From an optimization exercise on the open Yosys and OpenROAD flow, aimed at small area, a short achievable clock period and few clock cycles per item; shortcuts taken in it are not production practice. In this exercise RTL edits were held to simulation tests only and were not proved equivalent to the original. Power figures rest on the tool's default switching activity, not on a simulated workload.

==> flow/design.v (outline; a module is shown in full before it is edited, if it fits) <==
// module cm_estimator: 344 lines
// module cm_qacc: 1321 lines
// module cm_esq: 1498 lines
// module cm_mulsub: 624 lines
module cm_estimator (
    input  wire               clk,
    input  wire               rst,
    input  wire               in_valid,
    output wire               in_ready,
    input  wire signed [26:0] in_data,
    input  wire               in_mapped,
    input  wire [1:0]         in_policy,
    output reg                out_valid,
    output reg                out_found,
    output reg                out_bad_policy,
    output reg  signed [26:0] out_value
);
  // ...
==> flow/flow/run.sh <==
#!/bin/bash
# Own layout flow: the standard ORFS flow (standard.sh, unchanged
# synthesis, floorplan, power grid, placement, CTS and routing), except that
# the buffers ORFS puts on the input and output ports are buf_4 cells instead
# of the default choice (a slow delay buffer). All of the flow's output goes to
# flow_standard.log in this folder; ORFS's own per-step logs stay under orfs/logs.
set -euo pipefail
export BUFFER_PORTS_ARGS="-buffer_cell sky130_fd_sc_hd__buf_4"
bash standard.sh > flow_standard.log 2>&1
==> flow/standard.sh <==
#!/bin/bash
# synth_recipe.tcl (not shown) runs the flow's synth.tcl, then flattens the netlist and writes it again
# the make line also repeats each setting of config.mk as NAME=value (left out here)
make -C /OpenROAD-flow-scripts/flow DESIGN_CONFIG=/design/flow/config.mk WORK_HOME=/design/flow/orfs CLKGATE_MAP_FILE= SYNTH_SCRIPT=/design/flow/synth_recipe.tcl "${@:-finish}"
==> flow/config.mk <==
export PLATFORM = sky130hd
export DESIGN_NAME = cm_estimator
export DESIGN_NICKNAME = cm_estimator
export VERILOG_FILES = /design/flow/design.v
export SDC_FILE = /design/flow/constraint.sdc
export NUM_CORES = 4
export LEC_CHECK = 0
export CAP_MARGIN = 50
export CORE_MARGIN = 2
export CORE_UTILIZATION = 40
export CTS_CLUSTER_DIAMETER = 60
export CTS_CLUSTER_SIZE = 25
export SLEW_MARGIN = 70
==> flow/constraint.sdc <==
create_clock -name core_clock -period 20.0 [get_ports {clk}]
set_input_delay 4.0000 -clock core_clock [delete_from_list [all_inputs] [get_ports {clk}]]
set_output_delay 4.0000 -clock core_clock [all_outputs]
set_load 0.01 [all_outputs]
==> metrics.yaml, run 1 <==
outcome:
  outcome: "finished with violations"
  violations: "antenna rules"
synthesis:
  syn-num-nets: 11300
  synth-seq-cells: 2693
  synth_simple_gate_area_frac: 0.0944
  synth_flop_cell: "dfxtp_1"
  post-synth-top-count-cell: "dfxtp_1"
  async_flop_share: 0
  postSynthAreaPerCell_um2: 11.2
critical_path:
  r2r_start: "rx[26]$_DFF_P_"
  critPathKind: "register to output port"
  cp.arrival_ps: 1470
  reg2reg_to: "Qc[31]$_DFF_P_"
  cp_slowest_cell: "dfxtp_1"
  cp_top_family: "flip-flops"
  worstPathBufferInverterCount: 1
layout:
  largest_registers: "rx x1755, ro x65"
  n_all_buffers: 197
  final_cell_mix: "dfxtp_1 (2512), inv_1 (1291), nor2_1 (1062)"
  final_common_cell: "dfxtp_1"
  instances_no_fill: 13400
  seq_share: 0.455
sta:
  fmax_mhz: 183
  maxSlewViolCount: 0
  clock_skew_ps: 78.2
  holdWs_ps: 281
pwr:
  power_density_nw_per_um2: 84.9
  ir_worst_vdd_mv: 0.0681
  top_power_group: "sequential cells"
  power_frac_comb: 0.064
  seq_power_mw: 5.81
grt:
  grt.total_usage: 0.189
  use_met3: 0.0420
  grt_pass1_wl_mm: 407
detailed_routing:
  wl_met1_mm: 119
  vias: 65600
  maxUsedRoutingLayer: "met5"
  wire_per_inst_um: 19.5
  postRouteAntennaNets: 1
cts:
  clockRootBuffer: "clkbuf_16"
floorplanning:
  fp.dieH_um: 528
place:
  dp_hpwl_mm: 193
Testbench counts, summed over its fixed seeds: cycles 21,971, groups 320.
==> module cm_estimator, before the edit <==
module cm_estimator (
    input  wire               clk,
    input  wire               rst,
    input  wire               in_valid,
    output wire               in_ready,
    input  wire signed [26:0] in_data,
    input  wire               in_mapped,
    input  wire [1:0]         in_policy,
    output reg                out_valid,
    output reg                out_found,
    output reg                out_bad_policy,
    output reg  signed [26:0] out_value
);
    localparam integer N = 65;                  
    localparam signed [26:0] THRESH = 27'sd12800;   
    reg [27*N-1:0] rx;       
    reg [N-1:0]    ro;       
    reg [6:0]      clr;      
    wire [26:0] hx   = rx[27*(N-1) +: 27];      
    wire        hocc = ro[N-1] & (clr == 7'd0);
    reg  in_ready_r, busy_r;
    assign in_ready = in_ready_r;
    wire accept = in_valid & ~busy_r;
    reg [5:0] t;             
    reg [1:0] lpol;          
    reg       okreg;         
    reg       lcomplete;     
    reg       acc_r, map_r, t0_r, pil_r, gq, plt_r;
    wire [26:0] x_r = rx[26:0];
    reg        [6:0]  n;
    reg signed [33:0] S;
    reg        [58:0] Qs, Qc;
    reg        [3:0]  Pn;
    reg signed [30:0] PS;
    reg        [6:0]  ocnt;
    reg        [6:0]  ecnt;      
    reg        [3:0]  sc;        
    reg        [1:0]  epol;
    reg        [6:0]  m;
    reg        [3:0]  bone, btwo, bneg;   
    reg               tload;
    reg signed [33:0] T;
    reg        [63:0] D;
    reg        [2:0]  hbit;      
    reg               dclr, d2a, d2b;    
    reg               injA, injv, injt, injlast, injbad;
    reg               actd;      
    wire evaluating = (sc == 4'd0) & (ecnt != 7'd0) & ~(actd & (epol == 2'd2));
    wire ev_now     = hocc & evaluating;
    reg               v1, last1, virt1, bad1, p1_1, lt1_1;
    reg        [34:0] Ra, Rb;    
    reg        [26:0] x1;
    reg signed [34:0] e1;
    reg               v2, last2, virt2, bad2, p1_2, lt1_2, sat2, vp0_2;
    reg               v3, last3, bad3, sel3;
    reg        [26:0] x3;
    reg        [1:0]  ad_ci;
    reg               vp0_1;
    reg        [26:0] x2;
    reg        [64:0] SQs, SQc;
    reg signed [33:0] acc_s;
    reg        [6:0]  acc_n;
    reg signed [33:0] dn_s;
    reg        [6:0]  dn_n;
    reg               dn_bad, dn_v;
    reg        [1:0]  fo;        
    reg               dbusy, dfin;
    reg        [3:0]  dcnt;
    reg        [6:0]  drem;
    reg        [27:0] dq;
    reg        [7:0]  dden;
    reg               dneg, dfound, dbad;
    function elig;
        input [1:0] pol;
        input [5:0] tt;
        begin
            elig = (pol == 2'd0) | (pol == 2'd1) |
                   ((pol == 2'd2) & (tt >= 6'd24) & (tt < 6'd55));
        end
    endfunction
    wire        occ_new = in_mapped & ((t == 6'd0) ? ~in_policy[1] : okreg);
    wire        pilot   = map_r & pil_r & plt_r;
    wire        kp      = ~(acc_r & t0_r);
    wire [6:0]  n_nx    = (kp ? n : 7'd0) + {6'd0, gq};
    wire [33:0] S_nx    = (kp ? S : 34'sd0) + ({{7{x_r[26]}}, x_r} & {34{gq}});
    wire        pg      = acc_r & pilot;
    wire [3:0]  Pn_nx   = (kp ? Pn : 4'd0) + {3'd0, pg};
    wire [30:0] PS_nx   = (kp ? PS : 31'sd0) + ({{4{x_r[26]}}, x_r} & {31{pg}});
    wire [6:0]  ocnt_nx = (kp ? ocnt : 7'd0) + {6'd0, acc_r & ro[0]};
    wire [58:0] qs_o, qc_o;
    cm_qacc u_qacc (
        .x  (x_r),
        .g  (gq),
        .qs (Qs & {59{~(acc_r & t0_r)}}),
        .qc (Qc & {59{~(acc_r & t0_r)}}),
        .os (qs_o),
        .oc (qc_o)
    );
    wire [6:0] ecnt_dec = ecnt - {6'd0, ev_now};
    wire       act = lcomplete & (sc == 4'd0) &
                     ({1'b0, fo} + {2'd0, dbusy} <= 3'd1) &
                     ((lpol == 2'd0) ? (ecnt == 7'd0) : (ecnt_dec == 7'd0));
    wire [6:0] ecnt_nx = act ? ocnt_nx : ecnt_dec;
    wire [3:0] sc_nx   = act ? ((lpol == 2'd0) ? (n_nx[6] ? 4'd7 : 4'd6) : 4'd0)
                             : ((sc != 4'd0) ? sc - 4'd1 : 4'd0);
    wire        inj   = injv | injt;
    wire        v0    = ev_now | inj;
    wire [26:0] x0    = hx;
    wire [34:0] ra0, rb0;
    cm_mulsub u_mul (.x(rx[27*(N-2) +: 27]), .one(bone), .two(btwo), .neg(bneg), .T(T),
                     .ra(ra0), .rb(rb0));
    wire [34:0] e0    = Ra + Rb;
    wire [64:0] sq_s, sq_c;
    cm_esq u_esq (.e(e1), .os(sq_s), .oc(sq_c));
    reg         hmode, hlast, hsq;                        
    wire        s2step = v2 & vp0_2;
    wire [64:0] ad_sum = {1'b0, D} + ~SQs + ~SQc + {63'd0, ad_ci};
    wire        lt     = ~ad_sum[64];                         
    wire        sel  = v2 & ~virt2 & ~bad2 & (p1_2 ? lt1_2 : (~sat2 & lt));
    wire signed [33:0] accs_nx = sel3 ? acc_s + {{7{x3[26]}}, x3} : acc_s;
    wire        [6:0]  accn_nx = sel3 ? acc_n + 7'd1 : acc_n;
    wire dtake = dn_v & ~dbusy & ~dfin;
    wire [1:0] epol_nx = act ? lpol : epol;
    wire [6:0] m_nx    = ~act ? m : (lpol == 2'd0) ? n_nx :
                         (lpol == 2'd2) ? {3'd0, Pn} : 7'd1;
    wire [2:0] bdig [0:3];
    assign bdig[0] = {m_nx[1], m_nx[0], 1'b0};
    assign bdig[1] = {m_nx[3], m_nx[2], m_nx[1]};
    assign bdig[2] = {m_nx[5], m_nx[4], m_nx[3]};
    assign bdig[3] = {1'b0, m_nx[6], m_nx[5]};
    integer bi;
    wire       injA_nx = ~rst & hsq & (hbit == 3'd2);
    wire       hsq_nx  = act ? (lpol == 2'd0) : (hsq & (hbit != 3'd0));
    wire [7:0]  p2    = m[3:0] * m[3:0];
    wire [12:0] p2x25 = {p2, 4'd0} + {1'b0, p2, 3'd0} + {5'd0, p2};
    wire [63:0] D2    = {33'd0, p2x25, 17'd0, p2 != 8'd0};
    wire        ds_neg = dn_s[33];
    wire [34:0] dnum   = {(dn_s ^ {34{ds_neg}}), 1'b0} +
                         {27'd0, dn_n} + {33'd0, ds_neg, 1'b0};
    wire [7:0]  rsh1   = {drem, dq[27]};
    wire        rge1   = rsh1 >= dden;
    wire [7:0]  rsub1  = rsh1 - dden;
    wire [6:0]  rem1   = rge1 ? rsub1[6:0] : rsh1[6:0];
    wire [7:0]  rsh2   = {rem1, dq[26]};
    wire        rge2   = rsh2 >= dden;
    wire [7:0]  rsub2  = rsh2 - dden;
    wire [6:0] clr_nx  = (clr != 7'd0) ? clr - 7'd1 : 7'd0;
    wire       hocc_nx = ro[N-2] & (clr_nx == 7'd0);
    wire       free_nx = ~hocc_nx | (act ? ((lpol == 2'd1) & (ocnt_nx != 7'd0))
                                         : ((sc[3:1] == 3'd0) & (ecnt_dec != 7'd0)));
    wire       dbusy_nx = dtake | (dbusy & (dcnt != 4'd13));
    wire [1:0] fo_nx    = fo - {1'b0, dtake};
    wire       ec0      = (ecnt == 7'd0) | ((ecnt == 7'd1) & ev_now);
    wire       ec1      = ((ecnt == 7'd1) & ~ev_now) | ((ecnt == 7'd2) & ev_now);
    wire       actp     = (sc[3:1] == 3'd0) & ({1'b0, fo_nx} + {2'd0, dbusy_nx} <= 3'd1) &
                          (lpol != 2'd0) & (ec0 | (ec1 & hocc_nx)) &
                          ~((lpol == 2'd2) & ro[N-3] & (clr_nx <= 7'd1));
    wire       rdy_if_acc  = free_nx & ((t != 6'd63) | actp);
    wire       rdy_if_nacc = free_nx & ((t != 6'd0) |
                                        ((lcomplete & ~act) ? actp : (act ? (lpol != 2'd0) : (sc <= 4'd2))));
    always @(posedge clk) begin
        rx <= {rx[27*(N-1)-1:0], accept ? in_data : hx};
        ro <= {ro[N-2:0], accept ? occ_new : (hocc & ~ev_now)};
        acc_r <= accept;
        gq    <= accept & in_mapped;
        plt_r <= in_data < THRESH;
        map_r <= in_mapped;
        t0_r  <= (t == 6'd0);
        pil_r <= (t >= 6'd8) & (t < 6'd23);
        if (accept && t == 6'd0)
            lpol <= in_policy;
        okreg <= accept ? elig((t == 6'd0) ? in_policy : lpol, t + 6'd1)
                        : elig(lpol, t);
        n    <= n_nx;
        S    <= S_nx;
        Pn   <= Pn_nx;
        PS   <= PS_nx;
        ocnt <= ocnt_nx;
        Qs   <= qs_o;
        Qc   <= qc_o;
        for (bi = 0; bi < 4; bi = bi + 1) begin
            bone[bi] <= ~injA_nx & (bdig[bi] == 3'b001 || bdig[bi] == 3'b010 ||
                                    bdig[bi] == 3'b101 || bdig[bi] == 3'b110);
            btwo[bi] <= ~injA_nx & (bdig[bi] == 3'b011 || bdig[bi] == 3'b100);
            bneg[bi] <= ~injA_nx & bdig[bi][2] & (bdig[bi] != 3'b111);
        end
        tload <= act & (lpol == 2'd0);
        if (tload)
            T <= S;
        if (act) begin
            epol    <= lpol;
            m       <= m_nx;
            if (lpol == 2'd1)
                T   <= 34'sd12800;
            else if (lpol == 2'd2)
                T   <= {{3{PS[30]}}, PS};        
            injlast <= (ocnt_nx == 7'd0);
            injbad  <= (lpol == 2'd3);
        end
        if (hmode & ~hlast)
            D <= {ad_sum[62:0], 1'b0};
        else if (hmode | s2step)
            D <= ad_sum[63:0];
        else if (dclr)
            D <= 64'd0;
        else if (d2b)
            D <= D2;
        last1 <= ev_now ? (ecnt == 7'd1) : injlast;
        virt1 <= inj;
        vp0_1 <= inj & (epol == 2'd0);
        bad1  <= inj & injbad;
        p1_1  <= (epol == 2'd1);
        lt1_1 <= $signed(hx) < THRESH;
        Ra    <= ra0;
        Rb    <= rb0;
        x1    <= x0;
        e1    <= e0;
        last3 <= last2;
        bad3  <= bad2;
        sel3  <= sel;
        x3    <= x2;
        ad_ci <= hsq ? 2'd0 : (v1 & vp0_1) ? 2'd2 : 2'd1;
        last2 <= last1;
        virt2 <= virt1;
        vp0_2 <= vp0_1;
        bad2  <= bad1;
        p1_2  <= p1_1;
        lt1_2 <= lt1_1;
        x2    <= x1;
        sat2  <= (e1[34:32] != {3{e1[34]}});
        if (hsq) begin
            SQs <= ~{6'd0, Qs & {59{m[hbit]}}};
            SQc <= ~{6'd0, Qc & {59{m[hbit]}}};
        end else begin
            SQs <= sq_s;
            SQc <= sq_c;
        end
        if (dtake) begin
            drem   <= dnum[34:28];
            dq     <= dnum[27:0];
            dden   <= {dn_n, 1'b0};
            dneg   <= ds_neg;
            dfound <= (dn_n != 7'd0) & ~dn_bad;
            dbad   <= dn_bad;
        end else begin
            drem <= rge2 ? rsub2[6:0] : rsh2[6:0];
            dq   <= {dq[25:0], rge1, rge2};
        end
        out_found      <= dfound;
        out_bad_policy <= dbad;
        out_value      <= ~dfound ? 27'sd0 : dneg ? -dq[26:0] : dq[26:0];
        if (v3 && last3) begin
            dn_s   <= accs_nx;
            dn_n   <= accn_nx;
            dn_bad <= bad3;
        end
        if (rst) begin
            in_ready_r <= 1'b1;
            busy_r     <= 1'b0;
            clr        <= N[6:0];
            t          <= 6'd0;
            lcomplete  <= 1'b0;
            ecnt       <= 7'd0;
            sc         <= 4'd0;
            hmode      <= 1'b0;
            hsq        <= 1'b0;
            dclr       <= 1'b0;
            d2a        <= 1'b0;
            d2b        <= 1'b0;
            injA       <= 1'b0;
            injv       <= 1'b0;
            injt       <= 1'b0;
            actd       <= 1'b0;
            v1         <= 1'b0;
            v2         <= 1'b0;
            v3         <= 1'b0;
            acc_s      <= 34'sd0;
            acc_n      <= 7'd0;
            dn_v       <= 1'b0;
            fo         <= 2'd0;
            dbusy      <= 1'b0;
            dfin       <= 1'b0;
            dcnt       <= 4'd0;
            out_valid  <= 1'b0;
        end else begin
            in_ready_r <= accept ? rdy_if_acc : rdy_if_nacc;
            busy_r     <= ~(accept ? rdy_if_acc : rdy_if_nacc);
            clr        <= clr_nx;
            if (accept)
                t <= t + 6'd1;
            if (accept && t == 6'd63)
                lcomplete <= 1'b1;
            else if (act)
                lcomplete <= 1'b0;
            ecnt <= ecnt_nx;
            sc   <= sc_nx;
            dclr   <= act & (lpol == 2'd0);
            d2a    <= act & (lpol == 2'd2);
            d2b    <= d2a;
            hsq    <= hsq_nx;
            hmode  <= hsq;
            hlast  <= hsq & (hbit == 3'd0);
            if (act)
                hbit <= n_nx[6] ? 3'd6 : 3'd5;
            else if (hsq)
                hbit <= hbit - 3'd1;
            injA <= injA_nx;
            injv <= injA;
            injt <= act & (lpol != 2'd0) & (ocnt_nx == 7'd0);
            actd <= act;
            v1   <= v0;
            v2   <= v1;
            v3   <= v2;
            if (v3) begin
                if (last3) begin
                    acc_s <= 34'sd0;
                    acc_n <= 7'd0;
                end else begin
                    acc_s <= accs_nx;
                    acc_n <= accn_nx;
                end
            end
            if (v3 && last3)
                dn_v <= 1'b1;
            else if (dtake)
                dn_v <= 1'b0;
            fo <= fo + {1'b0, act} - {1'b0, dtake};
            out_valid <= 1'b0;
            if (dtake) begin
                dbusy <= 1'b1;
                dcnt  <= 4'd0;
            end else if (dbusy) begin
                dcnt <= dcnt + 4'd1;
                if (dcnt == 4'd13) begin
                    dbusy <= 1'b0;
                    dfin  <= 1'b1;
                end
            end else if (dfin) begin
                dfin      <= 1'b0;
                out_valid <= 1'b1;
            end
        end
    end
endmodule
==> inputs of run 2 (changes only) <==
--- a/flow/design.v
+++ b/flow/design.v
@@ -45,5 +45,5 @@
     reg               dclr, d2a, d2b;    
-    reg               injA, injv, injt, injlast, injbad;
-    reg               actd;      
-    wire evaluating = (sc == 4'd0) & (ecnt != 7'd0) & ~(actd & (epol == 2'd2));
+    reg               injA, injB, injv, injt, injlast, injbad;
+    reg               actd, actd2;   
+    wire evaluating = (sc == 4'd0) & (ecnt != 7'd0) & ~((actd | actd2) & (epol == 2'd2));
     wire ev_now     = hocc & evaluating;
@@ -126,8 +126,8 @@
     wire [2:0] bdig [0:3];
-    assign bdig[0] = {m_nx[1], m_nx[0], 1'b0};
-    assign bdig[1] = {m_nx[3], m_nx[2], m_nx[1]};
-    assign bdig[2] = {m_nx[5], m_nx[4], m_nx[3]};
-    assign bdig[3] = {1'b0, m_nx[6], m_nx[5]};
+    assign bdig[0] = {m[1], m[0], 1'b0};
+    assign bdig[1] = {m[3], m[2], m[1]};
+    assign bdig[2] = {m[5], m[4], m[3]};
+    assign bdig[3] = {1'b0, m[6], m[5]};
     integer bi;
-    wire       injA_nx = ~rst & hsq & (hbit == 3'd2);
+    wire       injA_nx = ~rst & hsq & (hbit == 3'd3);
     wire       hsq_nx  = act ? (lpol == 2'd0) : (hsq & (hbit != 3'd0));
@@ -149,3 +149,4 @@
     wire       free_nx = ~hocc_nx | (act ? ((lpol == 2'd1) & (ocnt_nx != 7'd0))
-                                         : ((sc[3:1] == 3'd0) & (ecnt_dec != 7'd0)));
+                                         : ((sc[3:1] == 3'd0) & (ecnt_dec != 7'd0) &
+                                            ~(actd & (epol == 2'd2))));
     wire       dbusy_nx = dtake | (dbusy & (dcnt != 4'd13));
@@ -155,7 +156,11 @@
     wire       actp     = (sc[3:1] == 3'd0) & ({1'b0, fo_nx} + {2'd0, dbusy_nx} <= 3'd1) &
-                          (lpol != 2'd0) & (ec0 | (ec1 & hocc_nx)) &
-                          ~((lpol == 2'd2) & ro[N-3] & (clr_nx <= 7'd1));
+                          (lpol != 2'd0) & (ec0 | (ec1 & hocc_nx & ~(actd & (epol == 2'd2)))) &
+                          ~((lpol == 2'd2) & ((ro[N-3] & (clr_nx <= 7'd1)) |
+                                              (ro[N-4] & (clr_nx <= 7'd2))));
     wire       rdy_if_acc  = free_nx & ((t != 6'd63) | actp);
     wire       rdy_if_nacc = free_nx & ((t != 6'd0) |
-                                        ((lcomplete & ~act) ? actp : (act ? (lpol != 2'd0) : (sc <= 4'd2))));
+                                        ((lcomplete & ~act) ? actp :
+                                         act ? ((lpol != 2'd0) &
+                                                ~((lpol == 2'd2) & ro[N-3] & (clr_nx <= 7'd1)))
+                                             : (sc <= 4'd2)));
     always @(posedge clk) begin
@@ -181,6 +186,6 @@
         for (bi = 0; bi < 4; bi = bi + 1) begin
-            bone[bi] <= ~injA_nx & (bdig[bi] == 3'b001 || bdig[bi] == 3'b010 ||
-                                    bdig[bi] == 3'b101 || bdig[bi] == 3'b110);
-            btwo[bi] <= ~injA_nx & (bdig[bi] == 3'b011 || bdig[bi] == 3'b100);
-            bneg[bi] <= ~injA_nx & bdig[bi][2] & (bdig[bi] != 3'b111);
+            bone[bi] <= ~injA & (bdig[bi] == 3'b001 || bdig[bi] == 3'b010 ||
+                                 bdig[bi] == 3'b101 || bdig[bi] == 3'b110);
+            btwo[bi] <= ~injA & (bdig[bi] == 3'b011 || bdig[bi] == 3'b100);
+            bneg[bi] <= ~injA & bdig[bi][2] & (bdig[bi] != 3'b111);
         end
@@ -270,2 +275,4 @@
             injA       <= 1'b0;
+            injB       <= 1'b0;
+            actd2      <= 1'b0;
             injv       <= 1'b0;
@@ -307,5 +314,7 @@
             injA <= injA_nx;
-            injv <= injA;
+            injB <= injA;
+            injv <= injB;
             injt <= act & (lpol != 2'd0) & (ocnt_nx == 7'd0);
             actd <= act;
+            actd2 <= actd;
             v1   <= v0;
--- a/flow/config.mk
+++ b/flow/config.mk
@@ -9,3 +9,3 @@
 export CORE_MARGIN = 2
-export CORE_UTILIZATION = 40
+export CORE_UTILIZATION = 45
 export CTS_CLUSTER_DIAMETER = 60
==> metrics.yaml, run 2 <==
pwr:
  p_leak_nw: 52.5
  switchingPower_mw: 2.62
  swShare: 0.251
  ir_worst_vdd_mv: 0.0741  # +8.8%
  seq_power_share: 0.556
  clockPowerShare: 0.379
  power_frac_comb: 0.065  # about the same
  internal_power_mw: 7.84
  power_density_nw_per_um2: 86.0  # +1.3%
  power_mw: 10.5
synthesis:
  yosysSeqAreaShare: 0.502
  synth-edff-count: 132
  async_flop_share: 0  # unchanged
  synthTopCellsByCount: "dfxtp_1 (2563), inv_1 (1298), nor2_1 (1059)"
  synth_top_cell_area_share: 0.466
  yosysUniqueCellTypes: 94
  yosys_warnings: 1
  post-synth-top-count-cell: "dfxtp_1"
  syn-num-nets: 11300  # +0.51%
  postSynthCellCount: 9819
  yosysTopAreaCell: "dfxtp_1"
  synth-seq-cells: 2695  # +0.074%
  synth_area_leaders: "dfxtp_1 (47%), fa_1 (18%), ha_1 (5.7%)"
  synth_flop_cell: "dfxtp_1"
  syn-cell-area_um2: 110000
  postSynthAreaPerCell_um2: 11.2  # -0.37%
layout:
  final_core_util: 0.500
  final_common_cell: "dfxtp_1"
  largest-register: "rx"
  largest_reg_flops: 1755
  syn_to_final_growth_pct: 10.5
  final_cell_mix: "dfxtp_1 (2528), inv_1 (1297), nor2_1 (1055)"
  nNetsFinal: 11300
  layout-drive-gt1-share: 0.0739
  largest_registers: "rx x1755, ro x65"
  fillerInstances: 21700
critical_path:
  r2r_start: "D[1]$_DFFE_PP_"
  cp-start-kind: "register"
  cp_top_family: "flip-flops"
  path_cells: "buf_4"
  cp.arrival_ps: 1510  # +40 ps
  rr_worst_depth: 18
  crit_required_ps: 16000
  critPathKind: "register to output port"
  reg2reg_slack_ps: 14840
  worst-path-stages: 1
  cp-endpoint: "in_ready"
  reg2reg_to: "D[50]$_DFFE_PP_"
  worstPathBufferInverterCount: 1  # unchanged
  cp-end-kind: "output port"
  path_max_fanout: 1
  slowest_delay_ps: 450
  cp_slowest_cell: "dfxtp_1"
  crit_start: "in_ready_r$_SDFF_PP1_"
floorplanning:
  dieArea_um2: 248000
  num_io_pins: 64
  rows: 181
  fp.dieH_um: 498  # -5.6%
  initial_core_util: 0.452
  die_x_um: 498
  core_um2: 243000
cts:
  htreeDepth: 4
  cts_sinks: 2695
  cts_setup_buffers: 0
  clock_path_buffers: 3
  cts_buffers: 178
  worstSkewPairLatency_ps: 910
  cts_tree: "done"
  clockRootBuffer: "clkbuf_16"
  hold_buffers: 0
  path_clk_slew_ps: 90
  cts_resized: 0
grt:
  grt.total_usage: 0.207  # +0.0177
  grt_pass1_wl_mm: 400  # -1.7%
  grt_pass1_vias: 69000
  antenna_found_initial: 17
  grt_max_degree: 88
  overflow: 0
detailed_routing:
  finalWirelength_mm: 254
  drc: 0
  vias_per_cell: 5.02
  postRouteAntennaNets: 0  # -1
  vias: 65800  # +0.27%
  wl_met2_mm: 112
  drt_iter0_markers: 4584
  route.met3.wl_mm: 16.3
  wl_met1_mm: 115  # -3.0%
  wire_per_inst_um: 19.4  # -0.90%
  firstDrtPassIters: 6
  maxUsedRoutingLayer: "met4"
sta:
  rsz0062_at_grt: "no"
  hold_violations: 0
  min_period_ps: 5510
  fmax_mhz: 182  # -0.60%
  relSlewSlack: 0.656
  worstMarginPinSlew_ps: 512
  setup_viol: 0
  maxSlewViolCount: 0  # unchanged
  setup_tns_ps: 0
  fin_crit_sh: 0.275
  clock_skew_ps: 96.8  # +18.6 ps
hold_path:
  min_from: "rx[175]$_DFF_P_"
  min_path_type: "register to register"
outcome:
  outcome: "timing/DRC/antenna clean"
place:
  globalplace.congestion: 0.904
  io_buffers: 63
  dp_hpwl_mm: 182  # -5.6%
flow_run:
  maxCapViolCount: 0
[run 2: cell types whose count changed after synthesis, sizes merged, moves of 13 or more]
| cell | change |
|---|---|
| nand2 | +46 |
| o2bb2ai | +33 |
| a21oi | +29 |
| mux2i | -24 |
| a211oi | -16 |
| a22o | -15 |
| clkbuf | +13 |
[run 2: worst min-delay path by stage]
| stage | endpoint | slack (ps) | cells after the start |
|---|---|---|---|
| after floorplan | bad2$_DFF_P_ | 310 | 0 |
| after global placement | rx[640]$_DFF_P_ | 310 | 0 |
| after detailed placement | rx[1709]$_DFF_P_ | 310 | 0 |
| after CTS | rx[202]$_DFF_P_ | 240 | 0 |
| after global routing | rx[202]$_DFF_P_ | 250 | 0 |
| final | rx[202]$_DFF_P_ | 260 | 0 |
[run 2: kinds of logic after synthesis]
family | after synthesis | synth area share
xor+xnor | 417 | 0.0332
fa+ha+maj | 1477 | 0.235
flops | 2695 | 0.502
simple gates | 2276 | 0.0953
mux | 62 | 0.00627
buf+inv | 1709 | 0.0585
compound gates | 1183 | 0.0699
[run 2: cell type report]
type	instances	area (um2)	area share
Tap cell	3202	4010	0.0330
Multi-Input combinational cell	5415	48900	0.402
Clock buffer	190	4540	0.0373
Clock inverter	109	1830	0.0150
Antenna cell	8	20.0	0.000165
Sequential cell	2695	55300	0.455
Timing Repair Buffer	203	2040	0.0168
Inverter	1301	4890	0.0402
[run 2: routing by layer]
layer,global-route usage,vias to the layer above
met5,0,-
met4,0.0811,0
met3,0.0368,474
met2,0.323,1875
met1,0.286,32600
li1,-,30900
[run 2: stage by stage]
step	instances	setup slack, ps	area, um2	hold slack, ps
final	13100	14490	122000	259
after global routing	13100	14410	122000	250
after CTS	13100	14380	121000	237
after detailed placement	12800	14260	115000	312
after global placement	12800	13700	114000	309
after floorplan	9819	14780	110000	310
[run 2: power by group through the flow]
stage / Sequential, mW / Combinational (mW) / Clock, mW
CTS: 5.82 / 0.685 / 4.09
detailed placement: 5.94 / 0.680 / 0
global placement: 5.94 / 0.656 / 0
finish: 5.82 / 0.681 / 3.96
global route: 5.85 / 0.772 / 4.28
floorplan: 5.89 / 0.469 / 0
Testbench counts of run 2, summed over its fixed seeds: cycles 21,971, groups 320.
==> inputs of run 3 (changes only) <==
--- a/flow/config.mk
+++ b/flow/config.mk
@@ -10,4 +10,4 @@
 export CORE_UTILIZATION = 45
-export CTS_CLUSTER_DIAMETER = 60
-export CTS_CLUSTER_SIZE = 25
+export CTS_CLUSTER_DIAMETER = 65
+export CTS_CLUSTER_SIZE = 30
 export SLEW_MARGIN = 70
==> metrics.yaml, run 3 <==
synthesis:
  yosysUniqueCellTypes: 94  # unchanged
  synth_flop_cell: "dfxtp_1"
  postSynthAreaPerCell_um2: 11.2  # unchanged
  synth_top_cell_area_share: 0.466  # unchanged
  yosys_warnings: 1  # unchanged
  post-synth-top-count-cell: "dfxtp_1"
  async_flop_share: 0  # unchanged
  syn-cell-area_um2: 110000  # unchanged
  synth_area_leaders: "dfxtp_1 (47%), fa_1 (18%), ha_1 (5.7%)"
  synth-seq-cells: 2695  # unchanged
  yosysSeqAreaShare: 0.502  # unchanged
  postSynthCellCount: 9819  # unchanged
  yosysTopAreaCell: "dfxtp_1"
  synth-edff-count: 132  # unchanged
  synthTopCellsByCount: "dfxtp_1 (2563), inv_1 (1298), nor2_1 (1059)"
  syn-num-nets: 11300  # unchanged
grt:
  grt_pass1_vias: 68800  # -0.27%
  grt_pass1_wl_mm: 399  # -0.32%
  overflow: 0  # unchanged
  antenna_found_initial: 15  # -2
  grt.total_usage: 0.206  # -0.000643
  grt_max_degree: 88  # unchanged
detailed_routing:
  vias: 65800  # -0.061%
  maxUsedRoutingLayer: "met5"
  route.met3.wl_mm: 15.8  # -3.0%
  drt_iter0_markers: 4654  # +1.5%
  wl_met2_mm: 111  # -0.50%
  postRouteAntennaNets: 0  # unchanged
  wire_per_inst_um: 19.4  # about the same
  finalWirelength_mm: 254  # -0.11%
  drc: 0  # unchanged
  vias_per_cell: 5.02  # about the same
  firstDrtPassIters: 5  # -1
  wl_met1_mm: 116  # +0.27%
sta:
  min_period_ps: 5500  # -3.90 ps
  holdWs_ps: 288  # +28.6 ps
  finalWorstSetupSlack_ps: 14500  # +3.90 ps
  setup_viol: 0  # unchanged
  worstMarginPinSlew_ps: 492  # -20.4 ps
  maxSlewViolCount: 0  # unchanged
  relSlewSlack: 0.671  # +0.0145
  fmax_mhz: 182  # about the same
  fin_crit_sh: 0.275  # about the same
  rsz0062_at_grt: "no"
  setup_tns_ps: 0  # unchanged
  hold_violations: 0  # unchanged
  clock_skew_ps: 84.4  # -12.4 ps
critical_path:
  cp.arrival_ps: 1500  # about the same
  cp-start-kind: "register"
  cp_top_family: "flip-flops"
  critPathKind: "register to output port"
  slowest_delay_ps: 450  # about the same
  reg2reg_slack_ps: 14860  # +20 ps
  worstPathBufferInverterCount: 1  # unchanged
  cp_slowest_cell: "dfxtp_1"
  path_cells: "buf_4"
  crit_required_ps: 16000  # about the same
  crit_start: "in_ready_r$_SDFF_PP1_"
  path_max_fanout: 1  # unchanged
  r2r_start: "D[1]$_DFFE_PP_"
  cp-end-kind: "output port"
floorplanning:
  rows: 181  # unchanged
  num_io_pins: 64  # unchanged
  initial_core_util: 0.452  # unchanged
  core_um2: 243000  # unchanged
  die_x_um: 498  # unchanged
  fp.dieH_um: 498  # unchanged
  dieArea_um2: 248000  # unchanged
cts:
  clockRootBuffer: "clkbuf_16"
  clock_path_buffers: 3  # unchanged
  cts_buffers: 166  # -6.7%
  hold_buffers: 0  # unchanged
  path_clk_slew_ps: 110  # +20 ps
  cts_tree: "done"
  cts_sinks: 2695  # unchanged
  cts_resized: 0  # unchanged
  worstSkewPairLatency_ps: 900  # about the same
  htreeDepth: 4  # unchanged
  cts_setup_buffers: 0  # unchanged
layout:
  largest_reg_flops: 1755  # unchanged
  largest_registers: "rx x1755, ro x65"
  final_common_cell: "dfxtp_1"
  largest-register: "rx"
  final_cell_mix: "dfxtp_1 (2528), inv_1 (1297), nor2_1 (1055)"
  instances_no_fill: 13100  # -0.061%
  syn_to_final_growth_pct: 10.4
  layout-drive-gt1-share: 0.0729  # -0.00101
  fillerInstances: 21700  # -0.078%
  nNetsFinal: 11300  # -0.11%
outcome:
  outcome: "timing/DRC/antenna clean"
place:
  io_buffers: 63  # unchanged
  dp_hpwl_mm: 182  # unchanged
  dp_cells: 12800  # unchanged
  pre_cts_slack_ps: 14260  # unchanged
  globalplace.congestion: 0.904  # unchanged
hold_path:
  min_path_type: "register to register"
  min_from: "rx[1344]$_DFF_P_"
pwr:
  ir_worst_vdd_mv: 0.0723  # -2.4%
  power_density_nw_per_um2: 85.4  # -0.71%
  p_leak_nw: 52.4  # -0.19%
  power_mw: 10.4  # -0.83%
flow_run:
  maxCapViolCount: 0  # unchanged
run 3: cell types whose count changed in the layout (fill, tap and decap cells not counted):
cell | previous run | this run
clkbuf_16 | 179 | 168
diode_2 | 8 | 13
clkbuf_8 | 5 | 6
clkinv_4 | 10 | 9
inv_12 | 15 | 21
clkbuf_1 | 9 | 7
inv_8 | 14 | 11
clkinv_8 | 15 | 11
clkinvlp_4 | 4 | 2
bufinv_16 | 6 | 3
clkinv_2 | 3 | 2
inv_16 | 13 | 11
clkinv_16 | 17 | 26
run 3: cells by family after synthesis:
group | Yosys count | share of synthesized area
DFF | 2695 | 0.502
adders and majority gates | 1477 | 0.235
muxes | 62 | 0.00627
xor gates and xnor gates | 417 | 0.0332
buffers and inverters | 1709 | 0.0585
AOI/OAI and AO/OA | 1183 | 0.0699
and+or+nand+nor | 2276 | 0.0953
run 3: metal layers:
layer | up-vias | GRT usage
li1 | 30800 | -
met1 | 32600 | 0.286
met2 | 1821 | 0.322
met3 | 485 | 0.0352
met4 | 2 | 0.0809
met5 | - | 0
run 3: through the flow:
step	cell area (um2)	util
6_report	121000	0.499
4_1_cts	121000	0.498
5_1_grt	121000	0.499
3_3_place_gp	114000	0.468
2_1_floorplan	110000	-
3_5_place_dp	115000	0.473
run 3: area by class of cell:
cell class                 count  area [um2]  area share
sequential                  2695       55300       0.456
multi-input combinational   5415       48900       0.403
inverter                    1301        4890      0.0403
clock buffer                 178        4270      0.0352
tap                         3202        4010      0.0330
timing repair buffer         203        2040      0.0168
clock inverter               108        1940      0.0160
antenna                       13        32.5    0.000268
run 3: worst paths after layout:
check                           cells after the start                to
worst max-delay path                                1          in_ready
worst min-delay path                                0  rx[1371]$_DFF_P_
worst max register to register                     18   D[41]$_DFFE_PP_
worst min register to register                      0  rx[1371]$_DFF_P_
run 3: where the power goes:
part | internal (mW) | switching, mW | total, mW | leakage [nW]
combinational | 0.290 | 0.391 | 0.681 | 27.1
clock | 1.76 | 2.11 | 3.87 | 2.94
sequential | 5.68 | 0.140 | 5.82 | 22.4
==> inputs of run 4 (changes only) <==
--- a/flow/config.mk
+++ b/flow/config.mk
@@ -7,3 +7,3 @@
 export LEC_CHECK = 0
-export CAP_MARGIN = 50
+export CAP_MARGIN = 30
 export CORE_MARGIN = 2
@@ -12,2 +12,2 @@
 export CTS_CLUSTER_SIZE = 30
-export SLEW_MARGIN = 70
+export SLEW_MARGIN = 50
==> metrics.yaml, run 4 <==
outcome:
  outcome: "timing/DRC/antenna clean"
sta:
  maxSlewViolCount: 0  # unchanged
  clock_skew_ps: 94.2  # +9.84 ps
  setup_viol: 0  # unchanged
  min_period_ps: 5480  # -18.9 ps
  rsz0062_at_grt: "no"
  hold_violations: 0  # unchanged
  setup_tns_ps: 0  # unchanged
  fmax_mhz: 182  # +0.34%
  fin_crit_sh: 0.274  # -0.000945
  worstMarginPinSlew_ps: 722  # +230 ps
  relSlewSlack: 0.506  # -0.165
  holdWs_ps: 302  # +14.0 ps
place:
  io_buffers: 63  # unchanged
  dp_hpwl_mm: 181  # -0.87%
  dp_cells: 12800  # -0.17%
  globalplace.congestion: 0.904  # unchanged
synthesis:
  postSynthAreaPerCell_um2: 11.2  # unchanged
  synthTopCellsByCount: "dfxtp_1 (2563), inv_1 (1298), nor2_1 (1059)"
  post-synth-top-count-cell: "dfxtp_1"
  synth-edff-count: 132  # unchanged
  synth-seq-cells: 2695  # unchanged
  async_flop_share: 0  # unchanged
  yosysTopAreaCell: "dfxtp_1"
  postSynthCellCount: 9819  # unchanged
  yosysSeqAreaShare: 0.502  # unchanged
  synth_area_leaders: "dfxtp_1 (47%), fa_1 (18%), ha_1 (5.7%)"
  synth_top_cell_area_share: 0.466  # unchanged
  syn-num-nets: 11300  # unchanged
  syn-cell-area_um2: 110000  # unchanged
  yosys_warnings: 1  # unchanged
  yosysUniqueCellTypes: 94  # unchanged
  synth_flop_cell: "dfxtp_1"
grt:
  grt.total_usage: 0.206  # about the same
  overflow: 0  # unchanged
  antenna_found_initial: 16  # +1
  grt_pass1_wl_mm: 399  # about the same
  grt_max_degree: 88  # unchanged
  grt_pass1_vias: 68900  # +0.061%
critical_path:
  rr_worst_depth: 12  # -6
  cp_slowest_cell: "fa_1"
  cp-end-kind: "register"
  r2r_start: "rx[26]$_DFF_P_"
  reg2reg_slack_ps: 14520  # -340 ps
  crit_start: "rx[26]$_DFF_P_"
  path_cells: "buf_4, xor2_1, nand2_2, nor2_1, fa_1, fa_1, inv_1, fa_1, fa_1, fa_1, fa_1, inv_1"
  cp.arrival_ps: 6200  # +4700 ps
  crit_required_ps: 20720  # +4720 ps
  slowest_delay_ps: 550  # +100 ps
  cpMostUsedCell: "fa_1"
  critPathKind: "register to register"
  cp-start-kind: "register"
  cp-endpoint: "Qc[31]$_DFF_P_"
  path_max_fanout: 30  # +29
  reg2reg_to: "Qc[31]$_DFF_P_"
layout:
  fillerInstances: 21800  # +0.68%
  regArea_um2: 55300  # about the same
  largest_reg_flops: 1755  # unchanged
  multiInputGateArea_um2: 48400  # -1.0%
  final_common_cell: "dfxtp_1"
  layout-drive-gt1-share: 0.0615  # -0.0114
  instances_no_fill: 13100  # -0.22%
  syn_to_final_growth_pct: 9.20
  nNetsFinal: 11300  # -0.24%
  largest-register: "rx"
  largest_registers: "rx x1755, ro x65"
  final_cell_mix: "dfxtp_1 (2555), inv_1 (1298), nor2_1 (1058)"
detailed_routing:
  vias: 65700  # -0.11%
  wire_per_inst_um: 19.3  # about the same
  wl_met1_mm: 116  # +0.27%
  vias_per_cell: 5.02  # +0.11%
  firstDrtPassIters: 8  # +3
  route.met3.wl_mm: 15.2  # -3.7%
  drc: 0  # unchanged
  maxUsedRoutingLayer: "met5"
  finalWirelength_mm: 253  # -0.28%
  drt_iter0_markers: 4540  # -2.4%
  postRouteAntennaNets: 0  # unchanged
  wl_met2_mm: 112  # +0.67%
pwr:
  power_mw: 10.3  # -0.68%
  p_leak_nw: 51.9  # -1.0%
  ir_worst_vdd_mv: 0.0788  # +9.0%
  power_density_nw_per_um2: 85.7  # +0.39%
cts:
  clockRootBuffer: "clkbuf_16"
  cts_setup_buffers: 0  # unchanged
  cts_resized: 0  # unchanged
  cts_tree: "done"
  htreeDepth: 4  # unchanged
  path_clk_slew_ps: 100  # about the same
  hold_buffers: 0  # unchanged
  cts_sinks: 2695  # unchanged
  cts_buffers: 163  # -1.8%
  worstSkewPairLatency_ps: 900  # about the same
  clock_path_buffers: 3  # unchanged
floorplanning:
  initial_core_util: 0.452  # unchanged
  dieArea_um2: 248000  # unchanged
  fp.dieH_um: 498  # unchanged
  rows: 181  # unchanged
  die_x_um: 498  # unchanged
  core_um2: 243000  # unchanged
  num_io_pins: 64  # unchanged
hold_path:
  min_path_type: "register to register"
flow_run:
  maxCapViolCount: 0  # unchanged
## run 4: metrics by stage
stage | area (um2) | worst slack, ps | utilization
3_5_place_dp | 114000 | 13930 | 0.469
4_1_cts | 120000 | 14460 | 0.494
3_3_place_gp | 114000 | 13700 | 0.468
2_1_floorplan | 110000 | 14780 | -
6_report | 120000 | 14520 | 0.494
5_1_grt | 120000 | 14260 | 0.494
## run 4: cells by family after synthesis
family | share of synthesized area
xor+xnor | 0.0332
fa+ha+maj | 0.235
flops | 0.502
simple gates | 0.0953
mux | 0.00627
buf+inv | 0.0585
compound gates | 0.0699
## run 4: worst min path at each step
stage,from,end,slack (ps),depth (start not counted)
5_1_grt,rx[688]$_DFF_P_,rx[715]$_DFF_P_,300,0
3_5_place_dp,rx[1026]$_DFF_P_,rx[1053]$_DFF_P_,310,0
2_1_floorplan,bad1$_DFF_P_,bad2$_DFF_P_,310,0
3_3_place_gp,rx[613]$_DFF_P_,rx[640]$_DFF_P_,310,0
6_report,rx[1159]$_DFF_P_,rx[1186]$_DFF_P_,300,0
4_1_cts,rx[1159]$_DFF_P_,rx[1186]$_DFF_P_,290,0
## run 4: routing by layer
| metal | vias to the layer above | GRT usage |
|---|---|---|
| met5 | - | 0 |
| met1 | 32700 | 0.286 |
| li1 | 30800 | - |
| met4 | 2 | 0.0795 |
| met2 | 1773 | 0.321 |
| met3 | 453 | 0.0373 |
## run 4: final cells by class
cell class                      instances  area share
Antenna cell                           12    0.000250
Clock buffer                          172      0.0347
Clock inverter                        110      0.0161
Inverter                             1301      0.0407
Multi-Input combinational cell       5415       0.403
Sequential cell                      2695       0.460
Tap cell                             3202      0.0333
Timing Repair Buffer                  179      0.0117
## run 4: power breakdown
| part | leakage, nW | internal, mW | switching, mW | total [mW] |
|---|---|---|---|---|
| logic | 26.6 | 0.284 | 0.387 | 0.671 |
| clock network | 2.88 | 1.73 | 2.08 | 3.81 |
| registers | 22.4 | 5.68 | 0.139 | 5.82 |
| total | 51.9 | 7.70 | 2.61 | 10.3 |
## run 4: worst max-delay path, delay by kind of cell, from the launching register on
kind,cells,cell delay [ps]
AND/OR/NAND/NOR,2,790
flip-flops,1,320
buffers and inverters,3,540
XOR/XNOR,1,500
adder cells (fa/ha/maj),6,3070
==> inputs of run 5 (changes only) <==
--- a/flow/config.mk
+++ b/flow/config.mk
@@ -7,7 +7,7 @@
 export LEC_CHECK = 0
-export CAP_MARGIN = 30
+export CAP_MARGIN = 40
 export CORE_MARGIN = 2
 export CORE_UTILIZATION = 45
-export CTS_CLUSTER_DIAMETER = 65
-export CTS_CLUSTER_SIZE = 30
-export SLEW_MARGIN = 50
+export CTS_CLUSTER_DIAMETER = 60
+export CTS_CLUSTER_SIZE = 25
+export SLEW_MARGIN = 60
==> metrics.yaml, run 5 <==
outcome:
  outcome: "timing/DRC/antenna clean"
cts:
  htreeDepth: 4  # unchanged
  cts_sinks: 2695  # unchanged
  worstSkewPairLatency_ps: 900  # about the same
  cts_setup_buffers: 0  # unchanged
  cts_buffers: 177  # +8.6%
  cts_resized: 0  # unchanged
  clock_path_buffers: 3  # unchanged
  hold_buffers: 0  # unchanged
  clockRootBuffer: "clkbuf_16"
  cts_tree: "done"
  path_clk_slew_ps: 90  # about the same
detailed_routing:
  wire_per_inst_um: 19.4  # +0.25%
  vias_per_cell: 5.03  # +0.18%
  postRouteAntennaNets: 0  # unchanged
  vias: 65900  # +0.33%
  drt_iter0_markers: 4688  # +3.3%
  firstDrtPassIters: 6  # -2
  finalWirelength_mm: 254  # +0.40%
  drc: 0  # unchanged
synthesis:
  synth-edff-count: 132  # unchanged
  postSynthAreaPerCell_um2: 11.2  # unchanged
  syn-num-nets: 11300  # unchanged
  synth_top_cell_area_share: 0.466  # unchanged
  yosysUniqueCellTypes: 94  # unchanged
  yosys_warnings: 1  # unchanged
  synth_area_leaders: "dfxtp_1 (47%), fa_1 (18%), ha_1 (5.7%)"
  post-synth-top-count-cell: "dfxtp_1"
  syn-cell-area_um2: 110000  # unchanged
  async_flop_share: 0  # unchanged
  yosysTopAreaCell: "dfxtp_1"
  synth_flop_cell: "dfxtp_1"
  yosysSeqAreaShare: 0.502  # unchanged
  postSynthCellCount: 9819  # unchanged
  synth-seq-cells: 2695  # unchanged
  synthTopCellsByCount: "dfxtp_1 (2563), inv_1 (1298), nor2_1 (1059)"
layout:
  largest-register: "rx"
  final_cell_mix: "dfxtp_1 (2550), inv_1 (1298), nor2_1 (1056)"
  layout-drive-gt1-share: 0.0657  # +0.00422
  nNetsFinal: 11300  # +0.17%
  instances_no_fill: 13100  # +0.15%
  syn_to_final_growth_pct: 9.72
  final_common_cell: "dfxtp_1"
  largest_reg_flops: 1755  # unchanged
  largest_registers: "rx x1755, ro x65"
floorplanning:
  core_um2: 243000  # unchanged
  dieArea_um2: 248000  # unchanged
  num_io_pins: 64  # unchanged
  rows: 181  # unchanged
  die_x_um: 498  # unchanged
  fp.dieH_um: 498  # unchanged
  initial_core_util: 0.452  # unchanged
pwr:
  seq_power_share: 0.558  # -0.007
  clockPowerShare: 0.377  # +0.007
  switchingPower_mw: 2.63  # +0.80%
  ir_worst_vdd_mv: 0.0709  # -10%
  p_leak_nw: 52.2  # +0.60%
  swShare: 0.252  # -0.000981
  internal_power_mw: 7.80  # +1.3%
  power_density_nw_per_um2: 86.3  # +0.71%
  power_frac_comb: 0.065  # about the same
  power_mw: 10.4  # +1.2%
hold_path:
  min_path_type: "register to register"
critical_path:
  crit_required_ps: 16000  # -4720 ps
  path_max_fanout: 1  # -97%
  cp.arrival_ps: 1480  # -4720 ps
  cp-end-kind: "output port"
  worstPathBufferInverterCount: 1  # -2
  cp-start-kind: "register"
  cp_top_family: "flip-flops"
  cp_slowest_cell: "dfxtp_1"
  path_cells: "buf_4"
  slowest_delay_ps: 460  # -90 ps
  critPathKind: "register to output port"
sta:
  relSlewSlack: 0.548  # +0.0418
  setup_viol: 0  # unchanged
  hold_violations: 0  # unchanged
  setup_tns_ps: 0  # unchanged
  worstMarginPinSlew_ps: 672  # -50.2 ps
  holdWs_ps: 268  # -34.3 ps
  min_period_ps: 5480  # -1.70 ps
  rsz0062_at_grt: "no"
  fmax_mhz: 182  # about the same
  clock_skew_ps: 87.6  # -6.67 ps
  fin_crit_sh: 0.274  # about the same
  maxSlewViolCount: 0  # unchanged
place:
  io_buffers: 63  # unchanged
  dp_cells: 12800  # +0.039%
  dp_hpwl_mm: 181  # +0.13%
  globalplace.congestion: 0.904  # unchanged
grt:
  grt_pass1_vias: 69400  # +0.78%
  overflow: 0  # unchanged
  grt.total_usage: 0.208  # +0.00126
  grt_pass1_wl_mm: 402  # +0.68%
  antenna_found_initial: 13  # -3
  grt_max_degree: 88  # unchanged
flow_run:
  maxCapViolCount: 0  # unchanged
==> run 5: cell count changes in the layout (fill, tap and decap cells not counted), sizes merged <==
| cell | previous run | this run |
|---|---|---|
| clkinv | 53 | 41 |
| clkinvlp | 8 | 7 |
| bufinv | 4 | 3 |
| buf | 178 | 183 |
| inv | 1346 | 1357 |
| clkbuf | 173 | 191 |
==> run 5: cell families (layout without fill, tap and decap cells) <==
| family | after synthesis | in the layout | synth area share |
|---|---|---|---|
| flip-flops | 2695 | 2695 | 0.502 |
| AND/OR/NAND/NOR | 2276 | 2276 | 0.0953 |
| buffers and inverters | 1709 | 1782 | 0.0585 |
| adder cells (fa/ha/maj) | 1477 | 1477 | 0.235 |
| AO/OA/AOI/OAI | 1183 | 1183 | 0.0699 |
| XOR/XNOR | 417 | 417 | 0.0332 |
| multiplexers | 62 | 62 | 0.00627 |
| other | 0 | 12 | 0 |
==> run 5: power groups by stage <==
stage	clock (mW)	combinational (mW)	sequential, mW
finish	3.93	0.674	5.82
global route	4.26	0.768	5.85
CTS	4.06	0.680	5.82
detailed placement	0	0.675	5.94
global placement	0	0.656	5.94
floorplan	0	0.469	5.89
==> run 5: final cells by class <==
type | instances | area [um2]
Antenna cell | 12 | 30.0
Clock buffer | 190 | 4540
Clock inverter | 107 | 1780
Timing Repair Buffer | 184 | 1550
Fill cell | 21700 | 123000
Multi-Input combinational cell | 5415 | 48600
Sequential cell | 2695 | 55300
Tap cell | 3202 | 4010
Inverter | 1301 | 4890
==> run 5: stage by stage <==
stage,setup slack [ps],area (um2),utilization
after floorplan,14780,110000,-
after global placement,13700,114000,0.468
after detailed placement,13970,114000,0.470
after CTS,14440,121000,0.496
after global routing,14320,121000,0.496
final,14520,121000,0.496
==> run 5: final timing paths <==
| kind | from | end | slack [ps] | cells after the start |
|---|---|---|---|---|
| worst min register to register | rx[1344]$_DFF_P_ | rx[1371]$_DFF_P_ | 270 | 0 |
| worst max-delay path | in_ready_r$_SDFF_PP1_ | in_ready | 14520 | 1 |
| worst max register to register | e1[34]$_DFF_P_ | SQc[34]$_DFF_P_ | 14550 | 12 |
| worst min-delay path | rx[1344]$_DFF_P_ | rx[1371]$_DFF_P_ | 270 | 0 |
==> run 5: metal layers <==
layer | track usage | vias up | routed length, um
met5 | 0 | - | 31
met1 | 0.286 | 32700 | 114000
met2 | 0.323 | 1885 | 112000
li1 | - | 30900 | -
met4 | 0.0802 | 4 | 9840
met3 | 0.0394 | 475 | 17400
==> inputs of run 6 (changes only) <==
--- a/flow/config.mk
+++ b/flow/config.mk
@@ -7,3 +7,3 @@
 export LEC_CHECK = 0
-export CAP_MARGIN = 40
+export CAP_MARGIN = 30
 export CORE_MARGIN = 2
@@ -12,2 +12,2 @@
 export CTS_CLUSTER_SIZE = 25
-export SLEW_MARGIN = 60
+export SLEW_MARGIN = 40
==> metrics.yaml, run 6 <==
outcome:
  outcome: "timing/DRC/antenna clean"
place:
  dp_cells: 12800  # -0.039%
  io_buffers: 63  # unchanged
  globalplace.congestion: 0.904  # unchanged
  dp_hpwl_mm: 181  # -0.12%
  pre_cts_slack_ps: 13710  # -262 ps
  dpl-instance-area_um2: 114000  # -0.24%
cts:
  cts_tree: "done"
  path_clk_slew_ps: 90  # about the same
  htreeDepth: 4  # unchanged
  clock_path_buffers: 3  # unchanged
  cts_sinks: 2695  # unchanged
  hold_buffers: 0  # unchanged
  cts_resized: 0  # unchanged
  cts_setup_buffers: 0  # unchanged
  worstSkewPairLatency_ps: 910  # about the same
  cts_buffers: 173  # -2.3%
  clockRootBuffer: "clkbuf_16"
critical_path:
  rr_worst_depth: 12  # unchanged
  reg2reg_slack_ps: 14580  # +30 ps
  worstPathBufferInverterCount: 1  # unchanged
  path_cells: "buf_4"
  cp_slowest_cell: "dfxtp_1"
  cp.arrival_ps: 1490  # about the same
  cp-start-kind: "register"
  worst-path-stages: 1  # unchanged
  cp_top_family: "flip-flops"
  cp-end-kind: "output port"
  critPathKind: "register to output port"
  r2r_start: "rx[26]$_DFF_P_"
  crit_required_ps: 16000  # about the same
  slowest_delay_ps: 470  # about the same
  path_max_fanout: 1  # unchanged
  crit_start: "in_ready_r$_SDFF_PP1_"
synthesis:
  synth_flop_cell: "dfxtp_1"
  syn-cell-area_um2: 110000  # unchanged
  yosysTopAreaCell: "dfxtp_1"
  synth_top_cell_area_share: 0.466  # unchanged
  yosysSeqAreaShare: 0.502  # unchanged
  syn-num-nets: 11300  # unchanged
  yosysUniqueCellTypes: 94  # unchanged
  postSynthAreaPerCell_um2: 11.2  # unchanged
  postSynthCellCount: 9819  # unchanged
  synth-edff-count: 132  # unchanged
  synth-seq-cells: 2695  # unchanged
  yosys_warnings: 1  # unchanged
  synth_area_leaders: "dfxtp_1 (47%), fa_1 (18%), ha_1 (5.7%)"
  async_flop_share: 0  # unchanged
  synthTopCellsByCount: "dfxtp_1 (2563), inv_1 (1298), nor2_1 (1059)"
  post-synth-top-count-cell: "dfxtp_1"
layout:
  nNetsFinal: 11300  # -0.11%
  largest-register: "rx"
  layout-drive-gt1-share: 0.0612  # -0.00456
  instances_no_fill: 13100  # -0.084%
  fillerInstances: 21800  # +0.25%
  multiInputGateArea_um2: 48400  # -0.45%
  syn_to_final_growth_pct: 9.22
  largest_registers: "rx x1755, ro x65"
  largest_reg_flops: 1755  # unchanged
  final_common_cell: "dfxtp_1"
  final_core_util: 0.494  # -0.00228
  fin_area_um2: 120000  # -0.46%
  final_cell_mix: "dfxtp_1 (2556), inv_1 (1298), nor2_1 (1058)"
  regArea_um2: 55300  # about the same
detailed_routing:
  drt_iter0_markers: 4595  # -2.0%
  vias: 65600  # -0.46%
  firstDrtPassIters: 6  # unchanged
  wl_met2_mm: 112  # -0.68%
  maxUsedRoutingLayer: "met4"
  route.met3.wl_mm: 16.8  # -3.5%
  wire_per_inst_um: 19.3  # -0.44%
  wl_met1_mm: 114  # about the same
  finalWirelength_mm: 253  # -0.52%
  drc: 0  # unchanged
  vias_per_cell: 5.01  # -0.38%
  postRouteAntennaNets: 0  # unchanged
pwr:
  swShare: 0.250  # -0.00232
  power_density_nw_per_um2: 86.1  # -0.26%
  seq_power_share: 0.562  # +0.004
  p_leak_nw: 51.9  # -0.50%
  ir_worst_vdd_mv: 0.0842  # +19%
  clockPowerShare: 0.373  # -0.004
  power_mw: 10.3  # -0.72%
  power_frac_comb: 0.065  # about the same
  switchingPower_mw: 2.58  # -1.6%
  internal_power_mw: 7.76  # -0.41%
sta:
  finalWorstSetupSlack_ps: 14510  # -3.90 ps
  setup_viol: 0  # unchanged
  maxSlewViolCount: 0  # unchanged
  worstMarginPinSlew_ps: 897  # +225 ps
  setup_tns_ps: 0  # unchanged
  rsz0062_at_grt: "no"
  hold_violations: 0  # unchanged
  relSlewSlack: 0.398  # -0.149
  min_period_ps: 5490  # +3.90 ps
  fin_crit_sh: 0.274  # about the same
  fmax_mhz: 182  # about the same
  clock_skew_ps: 91.2  # +3.64 ps
  holdWs_ps: 276  # +8.50 ps
grt:
  grt_pass1_vias: 69000  # -0.54%
  grt_pass1_wl_mm: 400  # -0.47%
  overflow: 0  # unchanged
  grt_max_degree: 88  # unchanged
  antenna_found_initial: 15  # +2
  grt.total_usage: 0.206  # -0.00107
floorplanning:
  num_io_pins: 64  # unchanged
  die_x_um: 498  # unchanged
  initial_core_util: 0.452  # unchanged
  rows: 181  # unchanged
  core_um2: 243000  # unchanged
  dieArea_um2: 248000  # unchanged
  fp.dieH_um: 498  # unchanged
hold_path:
  min_from: "rx[1344]$_DFF_P_"
  whs_path_depth: 0  # unchanged
  min_path_type: "register to register"
flow_run:
  maxCapViolCount: 0  # unchanged
[run 6: cell counts after synthesis]
Identical to the previous run, type by type.
[run 6: power by group through the flow]
stage	combinational (mW)	clock, mW	sequential, mW
2_1_floorplan	0.469	0	5.89
3_3_place_gp	0.656	0	5.94
3_5_place_dp	0.671	0	5.94
4_1_cts	0.676	4.00	5.82
5_1_grt	0.762	4.20	5.85
6_report	0.670	3.86	5.82
[run 6: logic make-up after synthesis]
| kind of cell | synth area share |
|---|---|
| xor gates and xnor gates | 0.0332 |
| adders and majority gates | 0.235 |
| DFF | 0.502 |
| muxes | 0.00627 |
| AOI/OAI and AO/OA | 0.0699 |
| and+or+nand+nor | 0.0953 |
| buffers and inverters | 0.0585 |
[run 6: final timing paths]
path                                          to
worst max-delay path                    in_ready
worst min-delay path            rx[1371]$_DFF_P_
worst max register to register    Qc[26]$_DFF_P_
worst min register to register  rx[1371]$_DFF_P_
[run 6: cell type report]
class | instances | share of cell area
tap | 3202 | 0.0333
sequential | 2695 | 0.460
multi-input combinational | 5415 | 0.403
inverter | 1301 | 0.0407
clock inverter | 104 | 0.0144
clock buffer | 186 | 0.0369
antenna | 16 | 0.000333
timing repair buffer | 176 | 0.0114
[run 6: routing by layer]
layer	up-vias	global-route usage
met2	1824	0.322
met5	-	0
met1	32500	0.284
met4	0	0.0800
met3	449	0.0390
li1	30800	-

==> separate check: timing with driven ports <==
The flow's constraints put no driver on any port. The routed layouts listed below were extracted and timed again, unchanged, in two steps.
Step 1 (the two cells are an assumption about what drives the block):
set clk [get_ports {clk}]
set_driving_cell -lib_cell sky130_fd_sc_hd__clkbuf_16 $clk
set_driving_cell -lib_cell sky130_fd_sc_hd__buf_2 [delete_from_list [all_inputs] $clk]
Step 2, shift: input delay + t, output delay - t, t = (earliest + latest rising clock arrival at the registers) / 2. This alone moves slack from input paths to output paths.
a / b / c = ideal ports / drivers / drivers and shift; a / b = the first two.
run	t, ns	setup WS [ns]	worst hold slack (ns)	pins driven straight from the clock port
run 1	0.950	14.527 / 14.424 / 14.171	0.281 / 0.281 / 0.281	1
run 2	0.947	14.494 / 14.405 / 14.314	0.259 / 0.259 / 0.259	1
run 3	0.943	14.498 / 14.411 / 14.294	0.288 / 0.288 / 0.288	1
run 4	0.942	14.517 / 14.462 / 13.955	0.302 / 0.302 / 0.302	1
run 5	0.946	14.518 / 14.432 / 13.940	0.268 / 0.268 / 0.268	1
run 6	0.951	14.514 / 14.427 / 13.731	0.276 / 0.276 / 0.276	1
The setup slack of run 6, which loses most, moves by -0.087 ns with the drivers and by -0.783 ns with both steps.
